Source: an optimization exercise on an open RTL-to-GDS flow (aim: small area, a short achievable clock period and few clock cycles). Production flows keep margins and buffers that such runs may drop.
Function was checked by simulation only, so behaviour that the tests miss may differ from the original.
No activity file was given, so power comes from the tool's default toggle rates.

## flow/design.v (module list and top-level ports; edited modules follow where they fit)
// module rde_sieve: 976 lines
// module rde_sieve_grp0: 252 lines
// module rde_sieve_grp1: 319 lines
// module rde_sieve_grp2: 324 lines
// module rde_sieve_grp3: 329 lines
// module rde_sieve_grp4: 331 lines
// module rde_sieve_grp5: 328 lines
// module rde_sieve_grp6: 329 lines
// module rde_sieve_grp7: 329 lines
module rde_sieve (
    input  wire        clk,
    input  wire        rst,
    input  wire        ld_en,
    input  wire [5:0]  ld_idx,
    input  wire [15:0] ld_data,
    input  wire        set_en,
    input  wire [63:0] set_lsb,
    input  wire [2:0]  set_mod6,
    input  wire        go,
    input  wire [1:0]  go_mode,
    input  wire [7:0]  go_count,
    output reg         out_valid,
    output reg  [63:0] out_lsb,
    output reg         done,
    output wire [63:0] lsb
);
  // ...
==> flow/flow/run.sh <==
#!/bin/bash
# Own layout flow: the standard ORFS flow (standard.sh) with
#  - the standard synthesis script (synth_recipe.tcl), except that ABC maps the
#    lane group modules (rde_sieve_grp*) with flow/area.abc, an area-oriented
#    script, and the top module with flow/top.abc, one round of ORFS's speed
#    script; the registers are unchanged,
#  - timing repair aiming at a setup slack margin (the achieved period shrinks),
#  - ABC's buffers removed before placement, more antenna repair iterations,
#  - gate sizing not restricted to cells of the same footprint,
#  - ports buffered with buf_2 (every port still gets its buffer).
# The ORFS tools write their full logs under orfs/logs; this script's own
# output goes to run.log.
exec > run.log 2>&1
set -x
HERE=$(pwd)
cat > my_synth.tcl <<EOT
proc abc {args} {
  set i [lsearch -exact \$args -script]
  set ga \$args
  set ta \$args
  if {\$i >= 0} {
    lset ga [expr {\$i + 1}] $HERE/flow/area.abc
    lset ta [expr {\$i + 1}] $HERE/flow/top.abc
  }
  yosys select rde_sieve_grp*
  yosys abc {*}\$ga
  yosys select -clear
  yosys select rde_sieve
  yosys abc {*}\$ta
  yosys select -clear
}
source $HERE/synth_recipe.tcl
EOT
sed -e "s|SYNTH_SCRIPT=[^ ]*synth_recipe.tcl|SYNTH_SCRIPT=$HERE/my_synth.tcl|" \
    -e 's|"\${@:-finish}"|MATCH_CELL_FOOTPRINT=0 "\${@:-finish}"|' standard.sh > my_standard.sh
grep -c my_synth.tcl my_standard.sh
export SETUP_SLACK_MARGIN=18.6
export BUFFER_PORTS_ARGS="-buffer_cell sky130_fd_sc_hd__buf_2"
export REMOVE_ABC_BUFFERS=1
export MAX_REPAIR_ANTENNAS_ITER_DRT=20
export MAX_REPAIR_ANTENNAS_ITER_GRT=10
bash my_standard.sh finish
==> flow/flow/area.abc <==
&get -n
&st
&dc2
&syn2
&dch -f
&nf -R 1000 -a
&put
==> flow/flow/top.abc <==
&get -n
&st
&dch
&nf
&st
&syn2
&if -g -K 6
&synch2
&nf
&put
buffer -c
topo
stime -c
upsize -c
dnsize -c
==> flow/standard.sh <==
#!/bin/bash
# synth_recipe.tcl (not shown) runs the flow's synth.tcl, then flattens the netlist and writes it again
# the make line also repeats each setting of config.mk as NAME=value (left out here)
make -C /OpenROAD-flow-scripts/flow DESIGN_CONFIG=/design/flow/config.mk WORK_HOME=/design/flow/orfs CLKGATE_MAP_FILE= SYNTH_SCRIPT=/design/flow/synth_recipe.tcl "${@:-finish}"
==> flow/config.mk <==
export PLATFORM = sky130hd
export DESIGN_NAME = rde_sieve
export DESIGN_NICKNAME = rde_sieve
export VERILOG_FILES = /design/flow/design.v
export SDC_FILE = /design/flow/constraint.sdc
export NUM_CORES = 8
export LEC_CHECK = 0
export CAP_MARGIN = 20
export CORE_MARGIN = 2
export CORE_UTILIZATION = 30
export CTS_CLUSTER_DIAMETER = 80
export CTS_CLUSTER_SIZE = 24
export SLEW_MARGIN = 20
export SYNTH_HIERARCHICAL = 1
==> flow/constraint.sdc <==
create_clock -name core_clock -period 25.0 [get_ports {clk}]
set_input_delay 5.0000 -clock core_clock [delete_from_list [all_inputs] [get_ports {clk}]]
set_output_delay 5.0000 -clock core_clock [all_outputs]
set_load 0.01 [all_outputs]
==> results_dict.tcl, run 1 <==
set metrics [dict create \
    status "finished clean" \
    setup_tns_ns 0 \
    drive_gt1_share_pct 8.29 \
    setup_viol 0 \
    postCtsHoldBufs 0 \
    hold_path_class "reg2reg" \
    crit_fanout 5 \
    worst_hold_slack_ns 0.474 \
    antenna_left 0 \
    rsz0062_at_grt "true" \
    critPathMostFrequentCell "a21oi_2" \
    cts_buffer_depth 3 \
    io_buffers 226 \
    path_delay_family "compound AO/OA/AOI/OAI gates" \
    nClkBuffers 81 \
    critPathMaxStageDelay_ns 0.53 \
    final-clk-cell-share_pct 3.12 \
    ios 234 \
    fin_crit_sh_pct 26.0 \
    slew-limit-headroom_pct 9.89 \
    worstMarginPinSlew_ns 1.35 \
    crit_end "z_v6[8]" \
    grt_pass1_wl_mm 665 \
    final_common_cell "nand2_1" \
    dr_wl_met2_mm 192 \
    vias_per_cell 6.53 \
    grt_max_degree 75 \
    grt_pass1_vias 82993 \
    wl_per_cell_um 34.5 \
    die_area_mm2 0.255 \
    seqCellArea_mm2 0.0212 \
]
Testbench counts, summed over its fixed seeds: cycles 2,213.
==> run 2: changes to the inputs <==
--- a/flow/design.v
+++ b/flow/design.v
@@ -752,16 +752,23 @@
   assign wr_en[56] = z_v & (z_idx == 6'd56);
   assign wr_en[57] = z_v & (z_idx == 6'd57);
   assign wr_en[58] = z_v & (z_idx == 6'd58);
   assign wr_en[59] = z_v & (z_idx == 6'd59);
   assign wr_en[60] = z_v & (z_idx == 6'd60);
   assign wr_en[61] = z_v & (z_idx == 6'd61);
   assign wr_en[62] = z_v & (z_idx == 6'd62);
   assign wr_en[63] = z_v & (z_idx == 6'd63);
+  function [5:0] ip_init(input [1:0] md, input [3:0] kk, input [2:0] ee);
+    if (ee == 3'd0) ip_init = {1'b0, kk, 1'b0};
+    else if (md == 2'd0 && ee <= 3'd2) ip_init = {1'b0, kk, 1'b1};
+    else ip_init = {1'b0, kk, 1'b0} + 6'd2;
+  endfunction
+  wire [5:0] ip_i0 = ip_init(2'd0, k, e);    
+  wire [5:0] ip_i1 = ip_init(2'd1, k, e);    
   wire m_plain = (mode == 2'd0);
   wire m_safe  = (mode == 2'd2);
   wire [15:0] k2 = m_safe ? kS : kB;
   reg  [31:0] m;
   integer jj;
   always @* begin
     for (jj = 0; jj < 16; jj = jj + 1) begin
       m[2*jj]   = ~kA[jj] & (m_plain | ~k2[jj]) & (2*jj >= ip);
@@ -777,16 +784,30 @@
       below[ii] = below[ii-1] | m[ii-1];
     more = 1'b0;
     for (ii = 0; ii < 32; ii = ii + 1) begin
       f1[ii] = m[ii] & ~below[ii];
       if (m[ii] & below[ii]) more = 1'b1;
     end
   end
   wire any  = |m;
+  wire idle = (state == S_IDLE);
+  reg g0, g1, g2;
+  integer gg;
+  always @* begin
+    g0 = 1'b0; g1 = 1'b0; g2 = 1'b0;
+    for (gg = 0; gg < 16; gg = gg + 1) begin
+      g0 = g0 | (~kA[gg] & (2*gg >= ip_i0)) | (~kB[gg] & (2*gg+1 >= ip_i0));
+      g1 = g1 | (~kA[gg] & ~kB[gg] & (2*gg >= ip_i1));
+      g2 = g2 | (~kA[gg] & ~kS[gg] & (2*gg >= ip_i1));
+    end
+  end
+  wire gskip;
+  rde_sieve_gosel u_gosel (.go(go), .go_mode(go_mode), .go_count(go_count),
+    .sp(idle & kv_ok & ~g0), .st(idle & kv_ok & ~g1), .ss(idle & kv_ok & ~g2), .gskip(gskip));
   wire last = (left == 8'd1);
   wire [5:0] ipn_p;
   assign ipn_p[0] = f1[0] | f1[2] | f1[4] | f1[6] | f1[8] | f1[10] | f1[12] | f1[14] | f1[16] | f1[18] | f1[20] | f1[22] | f1[24] | f1[26] | f1[28] | f1[30];
   assign ipn_p[1] = f1[1] | f1[2] | f1[5] | f1[6] | f1[9] | f1[10] | f1[13] | f1[14] | f1[17] | f1[18] | f1[21] | f1[22] | f1[25] | f1[26] | f1[29] | f1[30];
   assign ipn_p[2] = f1[3] | f1[4] | f1[5] | f1[6] | f1[11] | f1[12] | f1[13] | f1[14] | f1[19] | f1[20] | f1[21] | f1[22] | f1[27] | f1[28] | f1[29] | f1[30];
   assign ipn_p[3] = f1[7] | f1[8] | f1[9] | f1[10] | f1[11] | f1[12] | f1[13] | f1[14] | f1[23] | f1[24] | f1[25] | f1[26] | f1[27] | f1[28] | f1[29] | f1[30];
   assign ipn_p[4] = f1[15] | f1[16] | f1[17] | f1[18] | f1[19] | f1[20] | f1[21] | f1[22] | f1[23] | f1[24] | f1[25] | f1[26] | f1[27] | f1[28] | f1[29] | f1[30];
   assign ipn_p[5] = f1[31];
@@ -825,45 +846,38 @@
   assign off_nt[6] = f1[20] | f1[21] | f1[22] | f1[23] | f1[24] | f1[25] | f1[26] | f1[27] | f1[28] | f1[29] | f1[30] | f1[31];
   assign off_nt[7] = 1'b0;
   wire wend_p = f1[31];
   wire wend_t = f1[30] | f1[31];
   wire [5:0] ip_next = m_plain ? ipn_p : ipn_t;
   wire [7:0]  off_n  = m_plain ? off_np : off_nt;
   wire wrap_end = m_plain ? wend_p : wend_t;
   wire fill = (state == S_FILL);
-  assign step = fill | (run_ok & (~any | (last ? wrap_end : ~more)));
+  assign step = fill | gskip | (run_ok & (~any | (last ? wrap_end : ~more)));
   reg  [7:0]  o_pend;
+  wire [7:0]  o = {k, 2'b0} + {k, 1'b0} + {5'd0, e};
   wire [55:0] hi_inc = lsb_r[63:8] + 56'd1;
-  wire [9:0]  lo_base = {2'b0, lsb_r[7:0]} - {2'b0, o_pend};
+  wire [9:0]  lo_base = {2'b0, lsb_r[7:0]} - {2'b0, idle ? o : o_pend};
   wire [9:0]  lo_out = lo_base + {2'b0, off_f};
-  wire [9:0]  lo_adv = lo_base + ((any & last) ? {2'b0, off_n} : 10'd96);
+  wire [9:0]  lo_adv = lo_base + ((run_ok & any & last) ? {2'b0, off_n} : 10'd96);
   wire [63:0] lsb_out = {lo_out[8] ? hi_inc : lsb_r[63:8], lo_out[7:0]};
   wire [63:0] lsb_adv = {lo_adv[8] ? hi_inc : lsb_r[63:8], lo_adv[7:0]};
-  wire [7:0]  o = {k, 2'b0} + {k, 1'b0} + {5'd0, e};
   wire        refused = (mode == 2'd3) || (left == 8'd0);
   wire        run_ok = (state == S_RUN) & ~refused;
   wire        set_l = set_en;           
-  wire        adv_l = run_ok & (~any | last | ~more);
+  wire        adv_l = gskip | (run_ok & (~any | last | ~more));
   always @(posedge clk)
     lsb_r <= ({64{set_l}} & set_lsb) | ({64{adv_l}} & lsb_adv) | ({64{~(set_l | adv_l)}} & lsb_r);
   wire [2:0] e_set = (set_mod6 == 3'd5) ? 3'd0 : set_mod6 + 3'd1;
   wire       need_lo = (ptr != 7'd0) && ((eL != e) || aL);
   wire       need_hi = (ptr != 7'd64) && ((eH != e) || aH);
   wire       need_ren = need_lo | need_hi;
   reg  [6:0] rn_hi;
   wire       ld_adv = c_v && (c_idx == ptr[5:0]) && !ptr[6];
   wire [6:0] ptr1 = ptr + {6'd0, ld_adv};
-  function [5:0] ip_init(input [1:0] md, input [3:0] kk, input [2:0] ee);
-    if (ee == 3'd0) ip_init = {1'b0, kk, 1'b0};
-    else if (md == 2'd0 && ee <= 3'd2) ip_init = {1'b0, kk, 1'b1};
-    else ip_init = {1'b0, kk, 1'b0} + 6'd2;
-  endfunction
-  wire [5:0] ip_i0 = ip_init(2'd0, k, e);    
-  wire [5:0] ip_i1 = ip_init(2'd1, k, e);    
   always @(posedge clk) begin
     out_lsb <= lsb_out;
     if (rst) begin
       state     <= S_IDLE;
       out_valid <= 1'b0;
       done      <= 1'b0;
       kv_ok     <= 1'b0;
       ptr       <= 7'd0;
@@ -893,18 +907,18 @@
           aL  <= 1'b0;
         end
       end
       case (state)
         S_IDLE: begin
           if (go) begin
             mode   <= go_mode;
             left   <= go_count;
-            ip     <= (go_mode == 2'd0) ? ip_i0 : ip_i1;
-            o_pend <= o;
+            ip     <= gskip ? 6'd0 : (go_mode == 2'd0) ? ip_i0 : ip_i1;
+            o_pend <= gskip ? 8'd0 : o;
             state  <= kv_ok ? S_RUN : S_PREP;
           end
         end
         S_PREP: begin
           if (refused) begin
             done  <= 1'b1;
             state <= S_IDLE;
           end else if (!c_v && !r_v) begin
@@ -3510,8 +3524,17 @@
   assign hS[10] = (e56_16 & d56_8) | (e57_10 & d57_14) | (e58_8 & d58_0) | (e59_11 & d59_5) | (e60_8 & d60_10) | (e61_2 & d61_4) | (e62_18 & d62_9) | (e63_12 & d63_3);
   assign hS[11] = (e56_16 & d56_9) | (e57_10 & d57_15) | (e58_8 & d58_1) | (e59_11 & d59_6) | (e60_8 & d60_11) | (e61_2 & d61_5) | (e62_18 & d62_10) | (e63_12 & d63_4);
   assign hS[12] = (e56_16 & d56_10) | (e57_11 & d57_0) | (e58_8 & d58_2) | (e59_11 & d59_7) | (e60_8 & d60_12) | (e61_2 & d61_6) | (e62_18 & d62_11) | (e63_12 & d63_5);
   assign hS[13] = (e56_16 & d56_11) | (e57_11 & d57_1) | (e58_8 & d58_3) | (e59_11 & d59_8) | (e60_8 & d60_13) | (e61_2 & d61_7) | (e62_18 & d62_12) | (e63_12 & d63_6);
   assign hS[14] = (e56_16 & d56_12) | (e57_11 & d57_2) | (e58_8 & d58_4) | (e59_11 & d59_9) | (e60_8 & d60_14) | (e61_2 & d61_8) | (e62_18 & d62_13) | (e63_12 & d63_7);
   assign hS[15] = (e56_16 & d56_13) | (e57_11 & d57_3) | (e58_8 & d58_5) | (e59_11 & d59_10) | (e60_8 & d60_15) | (e61_2 & d61_9) | (e62_18 & d62_14) | (e63_12 & d63_8);
   assign rd = ({9{rn_i == 6'd56}} & t56) | ({9{rn_i == 6'd57}} & t57) | ({9{rn_i == 6'd58}} & t58) | ({9{rn_i == 6'd59}} & t59) | ({9{rn_i == 6'd60}} & t60) | ({9{rn_i == 6'd61}} & t61) | ({9{rn_i == 6'd62}} & t62) | ({9{rn_i == 6'd63}} & t63);
 endmodule
+module rde_sieve_gosel (
+    input  wire       go,
+    input  wire [1:0] go_mode,
+    input  wire [7:0] go_count,
+    input  wire       sp, st, ss,
+    output wire       gskip
+);
+  assign gskip = go & (|go_count) & ((go_mode == 2'd0) ? sp : (go_mode == 2'd1) ? st : (go_mode == 2'd2) ? ss : 1'b0);
+endmodule
==> flow/flow/run.sh (replaced) <==
#!/bin/bash
# Own layout flow: the standard ORFS flow (standard.sh) with
#  - the standard synthesis script (synth_recipe.tcl), except that ABC maps the
#    lane group modules (rde_sieve_grp*) with flow/area.abc, an area-oriented
#    script; the top module keeps ORFS's script, and the registers are unchanged,
#  - timing repair aiming at a setup slack margin (the achieved period shrinks),
#  - ABC's buffers removed before placement, more antenna repair iterations,
#  - gate sizing not restricted to cells of the same footprint,
#  - ports buffered with buf_2 (every port still gets its buffer).
# The ORFS tools write their full logs under orfs/logs; this script's own
# output goes to run.log.
exec > run.log 2>&1
set -x
HERE=$(pwd)
cat > my_synth.tcl <<EOT
proc abc {args} {
  set i [lsearch -exact \$args -script]
  set ga \$args
  if {\$i >= 0} { lset ga [expr {\$i + 1}] $HERE/flow/area.abc }
  yosys select rde_sieve_grp*
  yosys abc {*}\$ga
  yosys select -clear
  yosys select rde_sieve rde_sieve_gosel
  yosys abc {*}\$args
  yosys select -clear
}
source $HERE/synth_recipe.tcl
EOT
sed -e "s|SYNTH_SCRIPT=[^ ]*synth_recipe.tcl|SYNTH_SCRIPT=$HERE/my_synth.tcl|" \
    -e 's|"\${@:-finish}"|MATCH_CELL_FOOTPRINT=0 "\${@:-finish}"|' standard.sh > my_standard.sh
grep -c my_synth.tcl my_standard.sh
export SETUP_SLACK_MARGIN=18.6
export BUFFER_PORTS_ARGS="-buffer_cell sky130_fd_sc_hd__buf_2"
export REMOVE_ABC_BUFFERS=1
export MAX_REPAIR_ANTENNAS_ITER_DRT=20
export MAX_REPAIR_ANTENNAS_ITER_GRT=10
bash my_standard.sh finish
==> flow/config.mk (replaced) <==
export PLATFORM = sky130hd
export DESIGN_NAME = rde_sieve
export DESIGN_NICKNAME = rde_sieve
export VERILOG_FILES = /design/flow/design.v
export SDC_FILE = /design/flow/constraint.sdc
export NUM_CORES = 8
export LEC_CHECK = 0
export CAP_MARGIN = 50
export CORE_MARGIN = 2
export CORE_UTILIZATION = 30
export CTS_CLUSTER_DIAMETER = 80
export CTS_CLUSTER_SIZE = 24
export SLEW_MARGIN = 50
export SYNTH_HIERARCHICAL = 1
removed: flow/flow/top.abc
==> run 2 against run 1 <==
Still clean; sequential share of layout area fell by 1.3 points; cell count rose by 2.8%; first-iteration DRC count rose by 0.63%; register-to-register slack improved by 0.27 ns; fmax rose by 0.15%; synthesized area rose by 3.0%; non-clock buffer count rose by 111; die area rose by 3.0%; critical path depth fell by 23.
==> results_dict.tcl, run 2 <==
set metrics [dict create \
    status "finished clean" \
    vias 96862 \
    min_period_ns 6.50 \
    final_cell_mix "nand2_1, nor2_1, o21ai_0, nand3_1, edfxtp_1" \
    worstSetupEndpointType "register" \
    netlist_area_mm2 0.0774 \
    slew-limit-headroom_pct 41.1 \
    fin_crit_sh_pct 26.0 \
    crit_fanout 10 \
    postCtsHoldBufs 0 \
    grt_pass1_wl_mm 748 \
    initial_core_util_pct 30.2 \
    criticalPathCategory "in2reg" \
    dp_hpwl_mm 437 \
    irDropWorstVdd_mv 0.640 \
    dr.pass1.iters 10 \
    rsz0062_at_grt "true" \
    worst_hold_slack_ns 0.479 \
    seqCellArea_mm2 0.0213 \
    drtIter0Drc 15680 \
    io_buffers 226 \
    critPathMaxStageDelay_ns 0.34 \
    final_nets 11445 \
    worstMarginPinSlew_ns 0.877 \
    ios 234 \
    placementRows 186 \
    antenna_left 0 \
    cp.required_ns 25.71 \
    path_delay_family "simple AND/OR/NAND/NOR gates" \
    clk_pin_slew_ns 0.10 \
    setup_viol 0 \
    tritoncts "yes" \
    worstPathArrival_ns 7.20 \
    maxCapViolCount 0 \
    leakage_uw 0.0332 \
    grt_max_degree 83 \
    power-per-cell-area_mw_per_mm2 122 \
    cts-htree-levels 3 \
    syn_avg_cell_area_um2 7.20 \
    numClockSinks 783 \
    die_y_um 512 \
    antenna_found_initial 71 \
    drive_gt1_share_pct 11.8 \
    core-area_mm2 0.257 \
    slowest_stage "nor4_4" \
    multi_input_area_mm2 0.0553 \
    crit_chain "buf_8 -> nor4_4 -> nand2_4 -> and3_4 -> a211oi_4 -> or2_4 -> buf_6 -> buf_6 -> o21ai_1 -> a221o_1" \
    reg.largest.list "lsb_r: 64 flops, out_lsb: 64 flops" \
    vias_per_cell 6.67 \
    cts_root_buf "clkbuf_16" \
    skew_ns 0.103 \
    drv_slew 0 \
    critPathMostFrequentCell "buf_6" \
    grt_usage_pct 40.4 \
    fmax_mhz 154 \
    setup_tns_ns 0 \
    worstSkewPairLatency_ns 0.82 \
    nFillCells 27751 \
    numCtsBuffers 72 \
    grt_pass1_vias 87160 \
    die_area_mm2 0.262 \
    cts_buffer_depth 3 \
    cp-start-kind "input pin" \
    drt_wl_total_mm 560 \
    hold_viol 0 \
    areaGrowthSynthToFinish_pct 16.3 \
    die_w_um 512 \
    place_congestion 1.12 \
    synth_warnings 7 \
    hold_path_class "reg2reg" \
    drc 0 \
    crit_buf_inv 3 \
    synth_cells 10754 \
    final_common_cell "nand2_1" \
    wl_per_cell_um 38.6 \
    utilization_pct 35.1 \
    grt_remaining_overflow 0 \
]
## run 2: per-layer routing
layer  wire (um)  global-route usage, %
met3       69300                   13.3
met4       41400                   22.5
met2      221000                   57.0
met5         579                  0.438
met1      228000                   53.6
## run 2: worst reg2reg max path, delay by kind of cell (launching register included)
family                     cells  cell delay (ns)
and+or+nand+nor                7             1.63
buffers and inverters          3             0.66
DFF                            1             0.39
adders and majority gates      1             0.30
AOI/OAI and AO/OA             13             3.19
## run 2: path summary, 6_finish.rpt
check,start,to,slack [ns],cells after the start
setup / recovery,go_count[1],lsb_r[63],18.50,10
hold / removal,lsb_r[51],out_lsb[51],0.48,1
setup reg to reg,mode[1],lsb_r[49],18.76,24
hold reg to reg,lsb_r[51],out_lsb[51],0.48,1
## run 2: power breakdown
part	total [uW]	leakage (uW)	switching, uW	internal (uW)
Clock	1310	0.00128	676	632
Sequential	1600	0.00692	123	1480
Combinational	8100	0.0250	6100	2010
## run 2: through the flow
stage	setup WS, ns	total power (uW)	instances	cell area (um2)
floorplan	15.12	4710	10365	75500
global placement	16.42	8500	14186	82900
finish	18.50	11000	14530	90000
global route	18.46	11300	14507	90000
CTS	18.50	10200	14428	88500
detailed placement	16.35	8820	14238	84300
## run 2: cell type report
class,instances,share of cell area (%)
Clock inverter,55,0.878
Multi-Input combinational cell,9212,61.4
Tap cell,3384,4.70
Clock buffer,78,2.07
Sequential cell,783,23.6
Inverter,371,1.57
Antenna cell,36,0.100
Timing Repair Buffer,611,5.62
## run 2: repair_timing
item                       4_1_cts  5_1_grt
buffers inserted                36       49
cloned                          21       11
resized for setup              266      189
setup endpoints to repair      721      555
pin swaps                       19       62
Testbench counts of run 2, summed over its fixed seeds: cycles 2,160.

[re-timing with driven ports]
No port has a modelled driver above. Below, the same layouts with a new extraction and two added sets of constraints.
Step 1 assumes that a clkbuf_16 drives the clock port and a buf_2 every other input.
Step 2 times the ports against the registers' clock, not the clock port: input delays grow and output delays shrink by t, the midpoint of the rising clock arrivals with the driver on.
Three values: ideal ports, drivers, drivers and shift; two values: the first two.
| run | shift t [ns] | setup WS [ns] | latest minus earliest clock arrival (ns) |
|---|---|---|---|
| run 1 | 0.857 | 18.494 / 18.494 / 17.948 | 0.078 / 0.078 |
| run 2 | 0.863 | 18.504 / 18.490 / 17.697 | 0.103 / 0.103 |
After both steps setup and hold are still met in every run listed. For run 2, which loses most, drivers alone change the setup slack by -0.014 ns; drivers and shift together by -0.807 ns.
